This is an optimization exercise on Yosys and OpenROAD, whose aim is small area, a short achievable clock period and few clock cycles, not a production implementation.
The RTL was checked by simulation tests, not by an equivalence proof against the original design.

## the previous run
Design robo_math, start of the top module:
module robo_math (
    input  wire        clk,
    input  wire        rst,           
    input  wire        cmd_valid,
    output wire        cmd_ready,
    input  wire [31:0] cmd_header,
    input  wire [31:0] cmd_arg0,
    input  wire [31:0] cmd_arg1,
    output wire        rsp_valid,
    input  wire        rsp_ready,
    output wire [7:0]  rsp_status,
    output wire [31:0] rsp_data0,
    output wire [31:0] rsp_data1
);
Size in the first run: roughly 5500 cells after synthesis.
Settings: LEC_CHECK=0, CAP_MARGIN=20, CORE_MARGIN=2, CORE_UTILIZATION=40, PLACE_DENSITY=0.6, SETUP_SLACK_MARGIN=5, SLEW_MARGIN=20, TNS_END_PERCENT=5; clock period 11.0 ns.
run.sh (not shown) runs the stock make flow with config.mk's settings and CLKGATE_MAP_FILE= SYNTH_SCRIPT=/design/flow/synth_recipe.tcl, a recipe that flattens the netlist after the stock synthesis.
Testbench counts of the previous run, summed over its fixed seeds: cycles 16,037.
Edits applied to the flow inputs when going from the previous run to the current run:
--- a/flow/design.v
+++ b/flow/design.v
@@ -65,16 +65,14 @@
     wire        w16      = (imm[7:0] == 8'd16);
     wire        w24      = (imm[7:0] == 8'd24);
     wire        w32      = (imm[7:0] == 8'd32);
     wire        w_ok     = w16 | w24 | w32;
     wire        arg0_nz  = (cmd_arg0 != 32'd0);
     wire        div_go   = is_div & ~imm_zero & arg0_nz & (cmd_arg1 != 32'd0);
     wire        flt_go   = is_flt & w_ok & arg0_nz;
-    wire        op_abs0  = (op == OP_TO_FLOAT) | (op == OP_GET_PEAK);
-    wire        op_abs1  = (op == OP_GET_PEAK);
     wire [31:0] i_abs0   = cmd_arg0[31] ? (32'd0 - cmd_arg0) : cmd_arg0;
     wire [31:0] i_abs1   = cmd_arg1[31] ? (32'd0 - cmd_arg1) : cmd_arg1;
     wire [31:0] c_a0 = rem_r[31:0];
     wire [31:0] c_a1 = den_r[31:0];
     wire [32:0] lr_sum  = {c_a0[31], c_a0} + {c_a1[31], c_a1};
     wire [32:0] lr_adj  = lr_sum + {32'd0, lr_sum[32] & lr_sum[0]};
     wire [31:0] mono    = lr_adj[32:1];
@@ -337,13 +335,13 @@
                 s0_mono <= is_mono;
                 s0_flt  <= flt_go;
                 s0_div  <= div_go;
                 s0_err  <= ~(is_div | is_mono | is_peak | (is_flt & w_ok));
                 s0_earg <= is_flt & ~w_ok;
                 wsel_r  <= {w32, w24};
                 sign_r  <= cmd_arg0[31];
-                rem_r   <= {27'd0, op_abs0 ? i_abs0 : is_div ? cmd_arg1 : cmd_arg0};
-                den_r   <= {imm, op_abs1 ? i_abs1 : is_div ? cmd_arg0 : cmd_arg1};
+                rem_r   <= {27'd0, (is_flt | is_peak) ? i_abs0 : is_div ? cmd_arg1 : cmd_arg0};
+                den_r   <= {imm, is_peak ? i_abs1 : is_div ? cmd_arg0 : cmd_arg1};
             end
         end
     end
 endmodule
Notes after the runs:
- For the previous run and the current run, there was not a single run that failed to finish clean.
- On core utilization, the previous run and the current run are basically level.
- The run showing the smaller sequential share of layout area is the previous run.
- ~same CTS sink count in the previous run and the current run
- In the current run, the hold slack came out 42 ps below the value in the previous run.
- The current run has more setup slack than the previous run.
- NOTE count of clock-buffer cells in the layout the previous run->the current run decreased by more than 10%
- Per the comparison of the current run with the previous run, highest clock frequency the design can meet went up by 0.0013 GHz; synthesized area divided by synthesized cell count went up by 0.42%.
- The current run vs. the previous run: final weighted congestion of routability-driven global placement went down by about 6%.
- Initial cell density of the core across the previous run and the current run: no real change.
Testbench counts of the current run, summed over its fixed seeds: cycles 16,037.

--- another note on this design; it stands on its own ---

==> v28 <==
// robo_math
module robo_math (
    input  wire        clk,
    input  wire        rst,           
    input  wire        cmd_valid,
    output wire        cmd_ready,
    input  wire [31:0] cmd_header,
    input  wire [31:0] cmd_arg0,
    input  wire [31:0] cmd_arg1,
    output wire        rsp_valid,
    input  wire        rsp_ready,
    output wire [7:0]  rsp_status,
    output wire [31:0] rsp_data0,
    output wire [31:0] rsp_data1
);
    localparam [7:0] OP_DIV_CALC  = 8'h02;
    localparam [7:0] OP_TO_MONO   = 8'h30;
    localparam [7:0] OP_TO_FLOAT  = 8'h31;
    localparam [7:0] OP_GET_PEAK  = 8'h32;
    localparam [2:0] S_IDLE = 3'd0;
    localparam [2:0] S_FLT  = 3'd1;    
    localparam [2:0] S_NRMB = 3'd2;    
    localparam [2:0] S_MUL  = 3'd3;    
    localparam [2:0] S_DIV  = 3'd4;    
    localparam [2:0] S_RND  = 3'd5;    
    reg  [2:0]  state;
    reg         rsp_valid_r;
    reg         err_r;           
    reg         earg_r;          
    reg  [31:0] data0_r;
    reg  [31:0] data1_r;
    reg  [56:0] rem_r;           
    reg  [55:0] den_r;           
    reg  signed [7:0] exp_r;     
    reg         sign_r;
    reg  [1:0]  wsel_r;          
    reg         started_r;       
    wire idle = (state == S_IDLE);
    assign cmd_ready  = idle & (~rsp_valid_r | rsp_ready);
    assign rsp_valid  = rsp_valid_r;
    assign rsp_status = {2'b00, err_r, 3'b000, earg_r, err_r};
    assign rsp_data0  = data0_r;
    assign rsp_data1  = data1_r;
    wire fire = cmd_valid & cmd_ready;
    wire [7:0]  op  = cmd_header[31:24];
    wire [23:0] imm = cmd_header[23:0];
    wire        imm_zero = (imm == 24'd0);
    wire        is_div   = (op == OP_DIV_CALC);
    wire        is_mono  = (op == OP_TO_MONO)  & imm_zero;
    wire        is_peak  = (op == OP_GET_PEAK) & imm_zero;
  ...
export LEC_CHECK = 0
export CAP_MARGIN = 20
export CORE_MARGIN = 2
export CORE_UTILIZATION = 40
export PLACE_DENSITY = 0.6
export SETUP_SLACK_MARGIN = 5
export SLEW_MARGIN = 20
create_clock -name core_clock -period 11.0 [get_ports {clk}]
run.sh (not shown) runs the stock make flow with config.mk's settings and CLKGATE_MAP_FILE= SYNTH_SCRIPT=/design/flow/synth_recipe.tcl, a recipe that flattens the netlist after the stock synthesis.
==> inputs of v17, as changes to v28 <==
SETUP_SLACK_MARGIN = unset   (was 5)
==> flow_metrics.env <==
export IMPL_outcome="no timing/DRC/antenna violations"
export IMPL_final_core_utilization=0.5403
export IMPL_final_period_demand_of_the_worst_path_ps=9376
export IMPL_fraction_of_area_in_multi_input_gates=0.6406
export IMPL_proportion_of_layout_cells_with_a_drive_suffix_above_1=0.2375
export IMPL_min_to="den_r[4]"
export IMPL_rsz_0062_raised_after_global_routing="true"
export IMPL_routed_via_density=6.341
export IMPL_postCtsSetupRepairBufs=287
export IMPL_critical_path_slowest_cell="edfxtp_1"
export IMPL_first_iter_violations=3577
That was v28.
==> flow_metrics.env <==
export IMPL_first_iter_violations=3171
export IMPL_final_period_demand_of_the_worst_path_ps=10340
export IMPL_ys_ff_latch=194
export IMPL_worst_path_max_fanout=8
export IMPL_outcome="no timing/DRC/antenna violations"
export IMPL_fraction_of_area_in_multi_input_gates=0.6668
export IMPL_final_common_cell="nor2_1"
export IMPL_postCtsSetupRepairBufs=0
export IMPL_proportion_of_layout_cells_with_a_drive_suffix_above_1=0.06389
export IMPL_critical_path_slowest_cell="or4_4"
That was v17.
Testbench counts of v28, summed over its fixed seeds: cycles 41,313.
Testbench counts of v17, summed over its fixed seeds: cycles 41,313.

## separate check: timing with driven ports
In the flow no input, the clock included, has a driving cell. The finished layouts below were timed again as built, in two steps. Step 1 assumes that a clkbuf_16 drives the clock port and a buf_2 every other input. Step 2 also shifts input and output timing later by t, the mid clock arrival at the registers, as if the neighbouring blocks saw the same clock. Three values: no drivers, after step 1, after step 2; two values: the first two.
run | shift t [ns] | slack for setup (ns) | clock arrival spread, ns | slew at the worst register clock pin (ns) | worst slew at a driven data input, ns
the previous run | 0.698 | 4.437 / 4.437 / 3.947 | 0.044 / 0.043 | 0.07 / 0.07 | 0.06
the current run | 0.664 | 4.492 / 4.536 / 3.872 | 0.029 / 0.030 | 0.07 / 0.07 | 0.07
v28 | 0.566 | 1.624 / 1.624 / 1.624 | 0.019 / 0.019 | 0.09 / 0.09 | 0.06
v17 | 0.556 | 0.663 / 0.663 / 0.663 | 0.022 / 0.022 | 0.10 / 0.10 | 0.06
After both steps setup and hold are still met in every run listed. The setup slack of the current run, which loses most, moves by +0.044 ns with the drivers and by -0.620 ns with both steps.
